Source: an optimization exercise on an open RTL-to-GDS flow (aim: small area, a short achievable clock period and few clock cycles). Production flows keep margins and buffers that such runs may drop.
Only the layout flow was run in this run; the RTL was not checked for function there.
No activity file was given, so power comes from the tool's default toggle rates.

[flow/design.v]
module gsm7_c2s (
    input  wire [15:0] cu,
    output wire        def_hit,    
    output wire        esc_hit,    
    output wire [6:0]  sept
);
    wire [7:0] hi = cu[15:8];
    wire [7:0] lo = cu[7:0];
    wire h00 = (hi == 8'h00);
    wire h03 = (hi == 8'h03);
    wire h20 = (hi == 8'h20);
    assign sept[0] = (~lo[0] & ~lo[1] & lo[2] & lo[3] & lo[4] & ~lo[5] & ~lo[7]) | (lo[0] & lo[1] & lo[2] & ~lo[7]) | (lo[1] & lo[2] & lo[3] & lo[4] & lo[5] & lo[6]) | (lo[0] & ~lo[4] & ~lo[7]) | (lo[0] & ~lo[3] & lo[4]) | (lo[0] & ~lo[1] & lo[2] & lo[5]) | (~lo[1] & lo[3] & ~lo[6] & lo[7]) | (lo[0] & lo[1] & ~lo[4] & ~hi[0]) | (lo[0] & ~lo[1] & ~lo[2] & ~lo[7]) | (~lo[3] & ~lo[4] & lo[5] & lo[6] & lo[7]) | (lo[0] & lo[3] & ~lo[4]) | (~lo[0] & ~lo[1] & lo[2] & ~lo[4] & lo[6] & lo[7]) | (lo[0] & ~lo[6] & ~lo[7]) | (~lo[0] & ~lo[2] & ~lo[5] & lo[7]);
    assign sept[1] = (~lo[0] & lo[2] & ~lo[3] & ~lo[4] & ~lo[6] & ~lo[7]) | (lo[1] & ~lo[3] & ~lo[7]) | (~lo[1] & lo[2] & lo[3] & lo[4] & ~lo[5]) | (lo[1] & ~lo[4] & ~lo[7]) | (~lo[1] & lo[2] & lo[6] & lo[7]) | (lo[1] & ~lo[6] & ~lo[7]) | (~lo[0] & ~lo[4] & hi[0]) | (lo[3] & ~lo[5] & lo[7] & ~hi[0]) | (~lo[0] & lo[1] & ~lo[2] & ~lo[7]) | (lo[0] & lo[2] & ~lo[4] & lo[5] & lo[7]) | (~lo[0] & lo[1] & hi[0]) | (~lo[2] & ~lo[3] & ~lo[5] & hi[0]) | (lo[0] & ~lo[1] & lo[3] & lo[4] & lo[7]) | (~lo[0] & ~lo[1] & ~lo[2] & ~lo[3] & lo[7]);
    assign sept[2] = (lo[0] & lo[1] & ~lo[2] & lo[3] & lo[4] & ~lo[5]) | (lo[2] & ~lo[4] & lo[6] & ~lo[7]) | (lo[2] & ~lo[3] & lo[4] & ~hi[0]) | (lo[2] & lo[3] & ~lo[6] & ~lo[7]) | (~lo[1] & lo[3] & lo[5] & lo[7]) | (~lo[0] & lo[1] & lo[2] & ~hi[0]) | (lo[0] & ~lo[1] & lo[6] & lo[7]) | (~lo[1] & lo[2] & lo[3] & ~lo[5]) | (lo[0] & lo[2] & ~lo[3] & ~lo[7]) | (~lo[0] & ~lo[2] & ~lo[4] & lo[7]) | (~lo[0] & ~lo[6] & lo[7] & ~hi[0]) | (lo[2] & lo[4] & lo[6] & lo[7]) | (lo[1] & lo[2] & ~lo[4] & ~lo[6] & ~hi[0]);
    assign sept[3] = (~lo[1] & lo[3] & ~lo[5]) | (~lo[3] & lo[6] & lo[7]) | (lo[3] & ~lo[4] & ~lo[7]) | (~lo[2] & lo[3] & ~lo[7]) | (lo[3] & ~lo[6] & ~lo[7]) | (~lo[0] & lo[3] & lo[4] & lo[7]) | (lo[1] & lo[6] & lo[7]) | (lo[0] & lo[3] & lo[5] & ~lo[7]) | (lo[1] & ~lo[2] & ~lo[4] & hi[0]) | (lo[1] & lo[3] & lo[5] & lo[6]) | (lo[0] & lo[1] & lo[2] & ~lo[4] & lo[7]);
    assign sept[4] = (lo[0] & lo[4] & ~lo[5]) | (hi[0]) | (~lo[1] & ~lo[2] & lo[4] & ~lo[7]) | (~lo[3] & lo[4] & ~lo[7]) | (lo[4] & ~lo[6] & ~lo[7]) | (~lo[0] & lo[2] & ~lo[3] & lo[6] & lo[7]) | (~lo[0] & lo[1] & lo[4] & ~lo[7]) | (lo[2] & lo[4] & lo[6] & lo[7]) | (~lo[1] & ~lo[2] & ~lo[3] & lo[6] & lo[7]) | (~lo[2] & ~lo[4] & ~lo[5] & lo[7]) | (lo[1] & lo[2] & ~lo[4] & ~lo[6] & lo[7]);
    assign sept[5] = (~lo[1] & lo[2] & lo[3] & lo[4] & ~lo[5] & ~lo[7]) | (lo[2] & lo[4] & lo[5] & lo[7]) | (~lo[2] & lo[5] & ~lo[7]) | (lo[0] & lo[5] & ~lo[7]) | (lo[1] & lo[5] & ~lo[7]) | (~lo[0] & ~lo[1] & ~lo[3] & lo[5] & lo[6]) | (lo[2] & lo[3] & lo[5] & ~lo[6]) | (~lo[1] & ~lo[3] & lo[4] & lo[5]) | (~lo[0] & ~lo[6] & lo[7] & ~hi[0]) | (~lo[4] & lo[5] & lo[6] & ~lo[7]) | (lo[0] & lo[1] & ~lo[2] & lo[3] & lo[4] & lo[6]);
    assign sept[6] = (lo[0] & ~lo[3] & lo[6] & ~lo[7]) | (lo[3] & ~lo[4] & lo[6] & ~lo[7]) | (~lo[3] & lo[4] & lo[6] & ~lo[7]) | (lo[2] & ~lo[4] & lo[6] & ~lo[7]) | (~lo[0] & ~lo[2] & lo[4] & lo[6] & ~lo[7]) | (~lo[0] & lo[2] & lo[4] & lo[6] & lo[7]) | (~lo[1] & ~lo[2] & ~lo[3] & lo[7] & ~hi[0]) | (lo[1] & ~lo[2] & ~lo[4] & lo[6]) | (lo[3] & ~lo[6] & lo[7] & ~hi[0]) | (lo[0] & ~lo[1] & ~lo[2] & lo[6] & ~lo[7]) | (~lo[0] & ~lo[1] & ~lo[3] & lo[6] & lo[7]) | (lo[0] & lo[1] & lo[2] & ~lo[6] & lo[7]) | (~lo[0] & ~lo[1] & lo[5] & lo[6] & ~lo[7]);
    wire d0, g3, e0;
    assign d0 = (~lo[0] & lo[1] & ~lo[2] & lo[3] & ~lo[4] & ~lo[7]) | (lo[0] & ~lo[1] & lo[2] & lo[3] & ~lo[4] & ~lo[7]) | (lo[5] & ~lo[6] & ~lo[7]) | (lo[0] & ~lo[3] & ~lo[4] & lo[5] & ~lo[6]) | (~lo[0] & ~lo[1] & ~lo[4] & lo[5] & lo[6] & lo[7]) | (lo[0] & ~lo[1] & ~lo[2] & lo[3] & ~lo[4] & lo[6]) | (~lo[1] & lo[2] & ~lo[3] & ~lo[4] & lo[5]) | (lo[0] & lo[1] & lo[2] & lo[3] & lo[4] & lo[5] & ~lo[6]) | (lo[0] & ~lo[1] & ~lo[2] & ~lo[3] & lo[4] & lo[6]) | (~lo[0] & lo[1] & lo[2] & ~lo[3] & lo[6]) | (lo[2] & ~lo[3] & ~lo[4] & ~lo[5] & lo[6]) | (~lo[0] & ~lo[1] & lo[3] & lo[4] & lo[6] & lo[7]) | (lo[0] & lo[1] & lo[2] & lo[3] & lo[4] & ~lo[5] & lo[6]) | (~lo[0] & lo[1] & ~lo[3] & lo[4] & lo[5] & lo[6]) | (lo[1] & ~lo[4] & lo[6] & ~lo[7]) | (~lo[3] & lo[4] & lo[6] & ~lo[7]) | (~lo[0] & ~lo[2] & lo[3] & lo[6] & ~lo[7]) | (lo[0] & ~lo[1] & ~lo[2] & lo[6] & ~lo[7]) | (lo[3] & ~lo[4] & lo[6] & ~lo[7]) | (~lo[3] & ~lo[5] & lo[6] & ~lo[7]) | (~lo[1] & ~lo[2] & lo[3] & lo[5] & lo[6]);
    assign g3 = (~lo[0] & ~lo[1] & ~lo[2] & ~lo[4] & lo[5] & ~lo[6] & lo[7]) | (lo[0] & lo[1] & ~lo[2] & ~lo[3] & ~lo[4] & lo[5] & ~lo[6] & lo[7]) | (~lo[0] & lo[1] & lo[2] & ~lo[3] & ~lo[4] & lo[5] & ~lo[6] & lo[7]) | (~lo[1] & ~lo[2] & lo[3] & ~lo[4] & lo[5] & ~lo[6] & lo[7]) | (lo[0] & lo[1] & ~lo[2] & lo[4] & ~lo[5] & ~lo[6] & lo[7]) | (~lo[0] & ~lo[1] & ~lo[2] & lo[3] & lo[4] & ~lo[5] & ~lo[6] & lo[7]) | (~lo[0] & ~lo[1] & lo[2] & ~lo[3] & lo[4] & ~lo[5] & ~lo[6] & lo[7]) | (~lo[0] & lo[1] & lo[2] & lo[3] & lo[4] & ~lo[5] & ~lo[6] & lo[7]);
    assign e0 = (lo[0] & lo[1] & ~lo[2] & lo[3] & lo[4] & lo[6] & ~lo[7]) | (~lo[1] & lo[2] & lo[3] & lo[4] & lo[6] & ~lo[7]) | (~lo[0] & lo[2] & lo[3] & lo[4] & lo[6] & ~lo[7]);
    assign def_hit = (h00 & d0) | (h03 & g3);
    assign esc_hit = (h00 & e0) | (h20 & (lo == 8'hAC));
endmodule
module gsm7_s2c (
    input  wire        esc,
    input  wire [6:0]  sept,
    output wire [15:0] cu,
    output wire        esc_ok
);
    assign cu[0] = (sept[0] & ~sept[2] & ~sept[3]) | (~sept[0] & sept[1] & sept[2] & ~sept[4] & ~sept[5] & ~sept[6]) | (~sept[1] & sept[2] & ~sept[3] & sept[4] & ~sept[5] & ~sept[6] & ~esc) | (~sept[0] & ~sept[1] & ~sept[2] & sept[3] & sept[4] & ~sept[5] & ~sept[6]) | (sept[1] & sept[2] & sept[3] & ~sept[5] & ~sept[6]) | (~sept[1] & ~sept[2] & ~sept[3] & ~sept[4] & sept[6] & ~esc) | (sept[0] & ~sept[4] & sept[6] & ~esc) | (sept[0] & sept[5] & ~sept[6] & ~esc) | (sept[0] & ~sept[1] & sept[6] & ~esc) | (sept[0] & ~sept[1] & ~sept[4] & ~sept[6]) | (~sept[0] & sept[3] & esc) | (sept[0] & sept[1] & ~sept[3] & sept[6]) | (sept[0] & sept[2] & ~sept[5] & sept[6]);
    assign cu[1] = (~sept[0] & ~sept[1] & sept[2] & sept[4] & ~sept[5] & ~sept[6]) | (~sept[1] & sept[2] & sept[3] & sept[4] & ~sept[5] & ~sept[6]) | (sept[1] & ~sept[4] & sept[6]) | (sept[1] & ~sept[3] & sept[6]) | (sept[0] & sept[1] & sept[2] & ~sept[5] & sept[6]) | (~sept[0] & ~sept[2] & ~sept[3] & ~sept[4] & sept[5] & sept[6]) | (~sept[0] & ~sept[1] & sept[2] & sept[3] & sept[4] & sept[6]) | (sept[1] & sept[5] & ~sept[6] & ~esc) | (~sept[0] & sept[1] & ~sept[2] & sept[3]) | (~sept[1] & sept[4] & esc) | (sept[1] & ~sept[2] & sept[4] & ~sept[6]) | (~sept[0] & ~sept[2] & sept[3] & ~sept[5] & ~sept[6]) | (sept[0] & ~sept[1] & ~sept[2] & ~sept[4] & ~sept[5] & ~sept[6]) | (~sept[0] & sept[3] & ~sept[4] & esc) | (~sept[0] & sept[3] & sept[4] & ~sept[5] & ~sept[6]) | (sept[0] & ~sept[2] & ~sept[3] & sept[4] & ~sept[5] & ~sept[6]);
    assign cu[2] = (sept[0] & ~sept[1] & sept[3] & ~sept[4] & ~sept[5] & ~sept[6]) | (~sept[1] & ~sept[2] & ~sept[3] & sept[4] & ~sept[5] & ~sept[6]) | (sept[0] & esc) | (sept[2] & ~sept[3] & sept[6]) | (~sept[0] & ~sept[1] & ~sept[3] & ~sept[4] & sept[5] & sept[6]) | (sept[0] & sept[1] & ~sept[2] & sept[3] & sept[4] & sept[6]) | (sept[2] & sept[5] & ~sept[6] & ~esc) | (sept[2] & ~sept[4] & sept[6]) | (~sept[0] & sept[2] & sept[3] & sept[4] & ~esc) | (~sept[5] & esc) | (sept[0] & sept[1] & sept[2] & ~sept[4]) | (~sept[0] & sept[1] & sept[2] & sept[3]) | (~sept[0] & sept[1] & ~sept[2] & sept[4] & ~sept[5] & ~sept[6]) | (sept[1] & ~sept[2] & ~sept[3] & ~sept[4] & ~sept[5] & ~sept[6]) | (sept[1] & sept[2] & ~sept[5] & sept[6]) | (sept[0] & ~sept[1] & sept[2] & sept[3] & ~sept[6]);
    assign cu[3] = (sept[2] & ~sept[3] & ~sept[4] & ~sept[5] & ~sept[6]) | (~sept[1] & sept[2] & ~sept[3] & ~sept[5] & ~sept[6]) | (sept[3] & sept[5] & ~sept[6]) | (esc) | (sept[3] & ~sept[4] & sept[6]) | (~sept[0] & ~sept[1] & ~sept[2] & ~sept[4] & sept[5] & sept[6]) | (~sept[0] & sept[1] & sept[3] & sept[4]) | (~sept[1] & ~sept[2] & sept[3] & sept[6]) | (~sept[1] & sept[2] & sept[3] & ~sept[4]) | (sept[1] & ~sept[2] & sept[3] & ~sept[6]) | (sept[0] & ~sept[1] & ~sept[2] & sept[4] & ~sept[5] & ~sept[6]) | (sept[0] & sept[1] & sept[2] & sept[4] & ~sept[5] & ~sept[6]);
    assign cu[4] = (~sept[0] & sept[1] & sept[2] & ~sept[3] & ~sept[4] & ~sept[5] & ~sept[6]) | (~sept[0] & ~sept[1] & sept[3] & ~sept[4] & ~sept[5] & ~sept[6]) | (sept[0] & sept[1] & ~sept[2] & sept[3] & ~sept[5] & ~sept[6]) | (~sept[0] & ~sept[1] & ~sept[3] & sept[4]) | (~sept[0] & sept[1] & sept[3] & sept[4]) | (sept[4] & sept[5] & ~sept[6]) | (~sept[3] & sept[4] & sept[6]) | (~sept[0] & ~sept[1] & ~sept[2] & ~sept[3] & sept[5] & sept[6]) | (~sept[1] & sept[4] & sept[6]) | (~sept[2] & esc) | (sept[0] & ~sept[2] & sept[4] & ~sept[6]) | (sept[1] & esc);
    assign cu[5] = (sept[0] & ~sept[3] & ~sept[4] & ~sept[6]) | (~sept[0] & sept[1] & ~sept[3] & ~sept[6]) | (~sept[0] & ~sept[1] & ~sept[2] & sept[3] & ~sept[6]) | (sept[0] & ~sept[1] & sept[2] & sept[4] & ~sept[6]) | (sept[5] & ~esc) | (~sept[0] & ~sept[1] & ~sept[2] & ~sept[3] & ~sept[4] & sept[6]) | (sept[0] & sept[1] & sept[2] & sept[3] & sept[4] & sept[6]) | (~sept[1] & ~sept[4] & sept[5]) | (~sept[0] & ~sept[1] & sept[2] & ~sept[4] & ~sept[6]) | (sept[0] & sept[2] & ~sept[3] & ~sept[6]) | (sept[0] & sept[1] & sept[2] & ~sept[4] & ~sept[5] & ~sept[6]);
    assign cu[6] = (~sept[0] & ~sept[1] & ~sept[4] & ~sept[5] & ~sept[6]) | (sept[2] & ~sept[3] & ~sept[4] & ~sept[5]) | (sept[0] & ~sept[1] & ~sept[2] & ~sept[3] & sept[4] & ~sept[5]) | (sept[3] & sept[5] & sept[6]) | (~sept[3] & sept[4] & sept[6]) | (sept[1] & ~sept[4] & sept[6]) | (~sept[1] & sept[3] & sept[6]) | (~sept[6] & esc) | (~sept[0] & sept[2] & sept[3] & ~sept[5]) | (sept[0] & ~sept[2] & sept[6]) | (sept[0] & sept[1] & sept[3] & ~sept[5] & ~sept[6]) | (sept[2] & ~sept[3] & sept[6] & ~esc) | (~sept[0] & esc) | (sept[1] & ~sept[2] & sept[6]) | (sept[2] & sept[3] & sept[4] & ~sept[5] & ~sept[6]) | (sept[0] & ~sept[2] & sept[3] & ~sept[4] & ~sept[5]);
    assign cu[7] = (~sept[0] & ~sept[1] & sept[2] & ~sept[3] & ~sept[4] & ~sept[6]) | (~sept[0] & ~sept[1] & ~sept[2] & ~sept[3] & ~sept[4] & sept[6] & ~esc) | (sept[0] & sept[1] & sept[3] & sept[4] & sept[6]) | (sept[2] & sept[3] & sept[4] & sept[6]) | (sept[1] & sept[2] & ~sept[5] & ~sept[6]) | (~sept[0] & sept[4] & ~sept[5] & ~sept[6] & ~esc) | (sept[0] & ~sept[2] & ~sept[4] & ~sept[5] & ~sept[6]) | (sept[3] & sept[4] & ~sept[5] & ~sept[6]) | (sept[0] & sept[2] & ~sept[3] & ~sept[5] & ~sept[6]) | (~sept[0] & ~sept[1] & sept[3] & ~sept[5] & ~sept[6]) | (sept[0] & ~sept[3] & esc) | (sept[0] & sept[1] & ~sept[5] & ~sept[6]);
    assign cu[8] = (~sept[2] & sept[3] & sept[4] & ~sept[5] & ~sept[6]) | (sept[1] & ~sept[3] & sept[4] & ~sept[5] & ~sept[6]) | (~sept[0] & ~sept[3] & sept[4] & ~sept[5] & ~sept[6] & ~esc) | (sept[2] & ~sept[3] & sept[4] & ~sept[5] & ~sept[6] & ~esc);
    assign cu[9] = (~sept[2] & sept[3] & sept[4] & ~sept[5] & ~sept[6]) | (sept[1] & ~sept[3] & sept[4] & ~sept[5] & ~sept[6]) | (~sept[0] & ~sept[3] & sept[4] & ~sept[5] & ~sept[6] & ~esc) | (sept[2] & ~sept[3] & sept[4] & ~sept[5] & ~sept[6] & ~esc);
    assign cu[10] = 1'b0;
    assign cu[11] = 1'b0;
    assign cu[12] = 1'b0;
    assign cu[13] = (~sept[3] & sept[5] & esc);
    assign cu[14] = 1'b0;
    assign cu[15] = 1'b0;
    assign esc_ok = (~sept[0] & ~sept[1] & ~sept[2] & ~sept[3] & ~sept[4] & ~sept[5] & sept[6]) | (sept[0] & ~sept[1] & sept[2] & ~sept[3] & ~sept[4] & sept[5] & sept[6]) | (~sept[1] & ~sept[2] & sept[3] & ~sept[4] & sept[5] & ~sept[6]) | (sept[0] & sept[1] & sept[2] & sept[3] & ~sept[4] & sept[5] & ~sept[6]) | (~sept[0] & sept[2] & sept[3] & sept[4] & sept[5] & ~sept[6]) | (~sept[0] & ~sept[1] & sept[2] & ~sept[3] & sept[4] & ~sept[5] & ~sept[6]) | (~sept[1] & sept[2] & sept[3] & sept[4] & sept[5] & ~sept[6]);
endmodule
module gsm7_codec (
    input  wire        clk,
    input  wire        rst,
    input  wire        cmd_valid,
    output wire        cmd_ready,
    input  wire        cmd_dec,       
    input  wire [2:0]  cmd_pad,       
    input  wire [8:0]  cmd_len,       
    input  wire        in_valid,
    output wire        in_ready,
    input  wire [15:0] in_data,
    output reg         out_valid,
    output reg  [15:0] out_data,
    output reg         done,
    output wire        done_err,
    output wire [8:0]  done_pos,
    output wire        done_escp
);
    localparam [6:0] ESC_MARK = 7'h1B;
    reg         busy;        
    reg         dec;         
    reg         cmd_rdy;
    reg         in_rdy;
    reg         fin;         
    reg  [8:0]  cnt;         
    reg         zw;          
    reg  [15:0] w;           
    reg         v0, v1;      
    reg         half;        
    reg  [2:0]  n;           
    reg  [6:0]  acc;         
    reg         esc;
    reg         err;
    reg  [8:0]  pos;         
    assign cmd_ready = cmd_rdy;
    assign in_ready  = in_rdy;
    assign done_err  = err;
    assign done_pos  = pos;
    assign done_escp = esc;
    wire cmd_acc = cmd_valid & cmd_rdy;
    wire in_acc  = in_valid & in_rdy;
    wire        c_def, c_esc;
    wire [6:0]  c_sept;
    gsm7_c2s u_c2s (.cu(w), .def_hit(c_def), .esc_hit(c_esc), .sept(c_sept));
    wire        e_tok  = busy && !dec && v0;             
    wire        e_hit  = c_def | c_esc;
    wire        e_two  = e_tok && c_esc && !half;         
    wire        e_cons = e_tok && !e_two;                 
    wire        e_add  = e_tok && e_hit;
    wire [6:0]  e_sept = !e_add ? 7'd0 : (c_esc && !half) ? ESC_MARK : c_sept;
    wire [14:0] e_comb = {8'd0, acc} | ({8'd0, e_sept} << n);
    wire        e_emit = e_add && (n != 3'd0);            
    wire        e_lastt = e_cons && (cnt == 9'd0);        
    wire        e_left = e_add ? (n != 3'd1) : (n != 3'd0);
    wire        e_done = fin || (e_lastt && !(e_emit && e_left));
    wire        e_out  = fin ? (n != 3'd0) : (e_emit || (e_lastt && e_left));
    wire [7:0]  il = in_data[7:0];
    wire        in_esc = ((in_data[15:8] == 8'h00) &&
                          (il == 8'h5B || il == 8'h5C || il == 8'h5D || il == 8'h5E ||
                           il == 8'h7B || il == 8'h7C || il == 8'h7D || il == 8'h7E)) ||
                         (in_data == 16'h20AC);
    wire [15:0] d_win  = w >> n;
    wire [6:0]  d_sept = d_win[6:0];
    wire        d_ext  = busy && dec && (cnt != 9'd0) && v0 && (n <= 3'd1 || v1);
    wire        d_shift = d_ext && (n != 3'd0);           
    wire        d_mark = (d_sept == ESC_MARK);
    wire [15:0] d_cu;
    wire        d_eok;
    gsm7_s2c u_s2c (.esc(esc), .sept(d_sept), .cu(d_cu), .esc_ok(d_eok));
    wire        d_bad  = d_ext && !d_mark && esc && !d_eok;
    wire        d_out  = d_ext && !d_mark && !err && !d_bad;
    wire        d_lastt = d_ext && (cnt == 9'd1);
    wire        d_done = d_lastt || (zw && in_acc) || (fin && dec);
    wire        a0 = d_shift ? v1 : v0;
    wire        a1 = d_shift ? 1'b0 : v1;
    wire        to1 = in_acc && a0;                       
    wire        fin_done = dec ? d_done : e_done;
    wire        busy_n = cmd_acc || (busy && !fin_done);
    wire [8:0]  cnt_n  = cmd_acc ? cmd_len :
                         (!dec && in_acc) || d_ext ? cnt - 9'd1 : cnt;
    wire [2:0]  n_n    = cmd_acc ? cmd_pad :
                         (e_add || d_ext) ? n - 3'd1 : n;
    wire        dec_n  = cmd_acc ? cmd_dec : dec;
    wire        v0_n   = dec ? (a0 || in_acc) : ((v0 && !e_cons) || in_acc);
    wire        v1_n   = dec && (a1 || to1);
    wire        enc_rdy = (cnt_n != 9'd0) && !(in_acc && in_esc);
    wire        cnt_ge3 = (cnt_n[8:2] != 7'd0) || (cnt_n[1:0] == 2'd3);
    wire        cnt_2   = (cnt_n == 9'd2);
    wire        cnt_1   = (cnt_n == 9'd1);
    wire        both_n  = v0_n && v1_n;
    wire        need_n  = !v0_n ? (cnt_n != 9'd0) :
                          cnt_ge3 || (cnt_2 && (!v1_n || n_n > 3'd2)) ||
                          (cnt_1 && !v1_n && n_n >= 3'd2);
    wire        zw_n    = cmd_acc ? (cmd_dec && cmd_len == 9'd0 && cmd_pad != 3'd0) :
                          (zw && !in_acc);
    wire        dec_rdy = (zw_n || need_n) && (!both_n || n_n != 3'd0);
    always @(posedge clk) begin
        if (rst) begin
            busy      <= 1'b0;
            cmd_rdy   <= 1'b0;
            in_rdy    <= 1'b0;
            fin       <= 1'b0;
            v0        <= 1'b0;
            v1        <= 1'b0;
            half      <= 1'b0;
            zw        <= 1'b0;
            out_valid <= 1'b0;
            done      <= 1'b0;
        end else begin
            busy    <= busy_n;
            dec     <= dec_n;
            cnt     <= cnt_n;
            n       <= n_n;
            zw      <= zw_n;
            cmd_rdy <= !busy_n;
            in_rdy  <= busy_n && (dec_n ? dec_rdy : enc_rdy);
            v0      <= busy_n && v0_n;
            v1      <= busy_n && v1_n;
            half    <= e_two;
            fin     <= cmd_acc ? (cmd_len == 9'd0 && !(cmd_dec && cmd_pad != 3'd0)) :
                       (e_lastt && e_emit && e_left);
            if (in_acc) begin
                if (!dec || !to1) w[7:0] <= in_data[7:0];
                if (!dec)         w[15:8] <= in_data[15:8];
                else if (to1)     w[15:8] <= in_data[7:0];
            end else if (d_shift) begin
                w[7:0] <= w[15:8];
            end
            if (in_acc && dec && !to1 && d_shift) w[7:0] <= in_data[7:0];
            if (in_acc && dec && to1 && d_shift) w[7:0] <= w[15:8];
            if (cmd_acc)
                acc <= 7'd0;
            else if (e_add || fin)
                acc <= (fin || e_done) ? 7'd0 : (n != 3'd0) ? e_comb[14:8] : e_comb[6:0];
            out_valid <= dec ? d_out : e_out;
            out_data  <= dec ? d_cu : {8'd0, e_comb[7:0]};
            done      <= busy && fin_done;
            if (cmd_acc) begin
                esc <= 1'b0;
                err <= 1'b0;
                pos <= 9'd0;
            end else begin
                if (d_ext) esc <= d_mark;
                if ((e_cons && !e_hit) || d_bad) err <= 1'b1;
                if ((e_cons || d_ext) && !err && !(e_cons && !e_hit) && !d_bad)
                    pos <= pos + 9'd1;
            end
        end
    end
endmodule
[flow/run.sh]
#!/bin/bash
# synth_recipe.tcl (not shown) runs the flow's synth.tcl, then flattens the netlist and writes it again
# the make line also repeats each setting of config.mk as NAME=value (left out here)
make -C /OpenROAD-flow-scripts/flow DESIGN_CONFIG=/design/flow/config.mk WORK_HOME=/design/flow/orfs CLKGATE_MAP_FILE= SYNTH_SCRIPT=/design/flow/synth_recipe.tcl finish
[flow/config.mk]
export PLATFORM = sky130hd
export DESIGN_NAME = gsm7_codec
export DESIGN_NICKNAME = gsm7_codec
export VERILOG_FILES = /design/flow/design.v
export SDC_FILE = /design/flow/constraint.sdc
export NUM_CORES = 4
export LEC_CHECK = 0
export CAP_MARGIN = 20
export CORE_MARGIN = 5
export CORE_UTILIZATION = 25
export SLEW_MARGIN = 20
[flow/constraint.sdc]
create_clock -name core_clock -period 8.0 [get_ports {clk}]
set_input_delay 1.6000 -clock core_clock [delete_from_list [all_inputs] [get_ports {clk}]]
set_output_delay 1.6000 -clock core_clock [all_outputs]
set_load 0.01 [all_outputs]
==> results_dict.tcl <==
set metrics [dict create \
    clock_path_buffers 2 \
    netlist_area_um2 6610 \
    vias 6623 \
    coreArea_um2 26100 \
    antenna_found_initial 0 \
    die_area_um2 29800 \
    skew_ns 0.00556 \
    synthFlopType "edfxtp_1" \
    async_flop_share 0 \
    tritoncts "done" \
    final_common_cell "nor2_1" \
    gp_congestion 0.939 \
    layout.cells.non_filler 1191 \
    seq_area_frac_synth 0.289 \
    ys_ff_latch 67 \
    synth_cell_types 86 \
    route.detailed.drc 0 \
    num_antenna_cells 0 \
    fin_util 0.299 \
    post_drt_wl_per_cell_um 17.0 \
    post-cts-setup-buffers 0 \
    leakagePower_uw 0.00261 \
    syn_to_final_growth_pct 17.9 \
    max_freq_mhz 219 \
    hold_path_class "flip-flop to flip-flop" \
    min_period_over_period 0.570 \
    port_buffers 58 \
    clk_pin_slew_ns 0.06 \
    crit_chain "clkdlybuf4s50_1 -> and2_1 -> buf_4 -> inv_1 -> and3_1 -> a221oi_1 -> o311ai_0 -> nor2_1 -> nand3_1 -> nor4_1 -> o2111ai_1 -> a31oi_1 -> nor2_1" \
    setup_viol 0 \
    synthTopCellsByArea "edfxtp_1 26%, a21oi_1 5.9%, nor2_1 4.7%, o21ai_0 3.9%, mux2_2 3.9%" \
    critical_path.max_fanout 31 \
    synth_top_area_cell "edfxtp_1" \
    start_kind "primary input" \
    cts_hold_buffers 0 \
    dp.cells 1175 \
    synth-edff-count 57 \
    ant_nets 0 \
    gr-usage-all-layers 0.129 \
    critPathKind "primary input to flip-flop" \
    syn-instance-count 834 \
    slew_headroom 0.289 \
    arrival_ns 4.80 \
    cp.required_ns 8.24 \
    status "timing/DRC/antenna clean" \
    slowest_delay_ns 0.46 \
    rows 59 \
    tightest_slew_ns 1.07 \
    critPathCaptureType "flip-flop" \
    drt_pre_antenna_iters 6 \
    synth_top_area_share 0.259 \
    layout-drive-gt1-share 0.100 \
    fin_crit_ns 4.56 \
    viasPerCell 5.56 \
    wirelength_mm 20.2 \
    drtIter0Drc 821 \
    final_cell_mix "83 x nor2_1, 78 x a21oi_1, 67 x nand2_1" \
    htree_num_levels 3 \
    syn_area_per_cell_um2 7.93 \
    die_w_um 173 \
    max-vdd-ir-drop_v 0.0000810 \
    powerDensity_nw_per_um2 153 \
    grt_remaining_overflow 0 \
    cts-root-buf "clkbuf_16" \
    crit_path_frequent_cell "nor2_1" \
    clock_latency_ns 0.35 \
    hpwl_mm 14.4 \
    rsz0062_at_grt "no" \
    cts_buffers 9 \
    tns_ns 0 \
    cp_slowest_cell "clkdlybuf4s50_1" \
    finalHoldViolCount 0 \
    final_max_slew_viol_count 0 \
    final_nets 890 \
    grt_pass1_wl_mm 32.6 \
    ys_warn_count 1 \
    ioPinCount 64 \
    die_y_um 173 \
    grt_pass1_vias 6115 \
    start_util 0.254 \
    grt_max_degree 45 \
    cts.sinks 67 \
    maxCapViolations 0 \
    cts_resized 0 \
]
synthesized netlist by cell type (11+ instances only):
cell type   n
a21oi_1    78
nor3_1     30
nand3_1    32
mux2i_1    20
nor4_1     13
o21ai_0    52
a31oi_1    11
mux2_2     23
nand2b_1   21
nand2_1    67
inv_1      27
nor2b_1    12
nand4_1    13
clkbuf_1   49
nor2_1     83
edfxtp_1   57
through the flow:
stage | hold slack (ns) | instance area [um2] | power [uW] | setup WS [ns]
CTS | 0.496 | 7800 | 1190 | 3.49
global route | 0.532 | 7800 | 1240 | 3.04
global placement | 0.500 | 7450 | 722 | 3.26
floorplan | 0.468 | 6630 | 624 | 4.49
detailed placement | 0.488 | 7450 | 721 | 3.12
finish | 0.495 | 7800 | 1190 | 3.44
cells by family (layout without fill, tap and decap cells):
family / Yosys count / in the layout / synth area share
other: 1 / 5 / 0.000567
muxes: 52 / 52 / 0.0990
buffers and inverters: 100 / 118 / 0.0621
and+or+nand+nor: 337 / 337 / 0.265
AOI/OAI and AO/OA: 259 / 259 / 0.257
adders and majority gates: 7 / 7 / 0.0129
xor gates and xnor gates: 11 / 11 / 0.0146
DFF: 67 / 67 / 0.289
path summary, 6_finish.rpt:
kind | from | to | slack, ns | cells past startpoint
setup / recovery | cmd_valid | in_rdy | 3.44 | 13
setup reg to reg | n[1] | pos[1] | 3.51 | 10
hold / removal | zw | zw | 0.49 | 2
hold reg to reg | zw | zw | 0.49 | 2
critical path, delay by kind of cell:
kind                   cells  cell delay, ns
buffers and inverters      3            1.16
and+or+nand+nor            6            1.17
AOI/OAI and AO/OA          4            0.86
power by group:
part | total (uW) | leakage [uW] | switching (uW) | internal, uW
Sequential | 420 | 0.000616 | 19.1 | 400
Clock | 466 | 0.000167 | 160 | 307
Combinational | 303 | 0.00183 | 184 | 119
area by class of cell:
| type | instances | area [um2] |
|---|---|---|
| fillers | 2758 | 18300 |
| multi-input cells | 671 | 4310 |
| flip-flops and latches | 67 | 1910 |
| repair buffers | 74 | 701 |
| well taps | 335 | 419 |
| clock buffers | 9 | 225 |
| clock inverters | 7 | 124 |
| inverters | 28 | 105 |
state kept, by name, indices dropped and copies added, names as in the netlist:
signal and flops:
n 3, pos 9, acc 7, half 1, out_valid 1, busy 1, done 1, cmd_rdy 1
out_data 10, esc 1, cnt 9, zw 1, v0 1, w 16, err 1, fin 1
v1 1, in_rdy 1, dec 1
layer usage:
layer	vias to the layer above	GRT usage	share of wire
met5	-	0	0
met4	0	0.0386	0.022
met3	40	0.0271	0.069
met2	286	0.194	0.44
met1	3097	0.187	0.47
li1	3200	-	-

[separate check: timing with driven ports]
In the flow no input, the clock included, has a driving cell. The finished layout below was timed again as built, in two steps. Step 1 assumes that a clkbuf_16 drives the clock port and a buf_2 every other input. Step 2 adds t to the input delays and takes it off the output delays; t is the mean of the earliest and latest rising clock arrival at the registers after step 1. Input paths then give back, and output paths get back, about the clock's delay inside the block. a / b / c = ideal ports / drivers / drivers and shift; a / b = the first two.
shift t [ns]: 0.387
setup slack, ns: 3.439 / 3.456 / 3.069
worst setup path at the end: input to register
worst slew at a driven data input, ns: 0.04
After both steps setup and hold are still met in this run. The setup slack of this run moves by +0.017 ns with the drivers and by -0.370 ns with both steps.
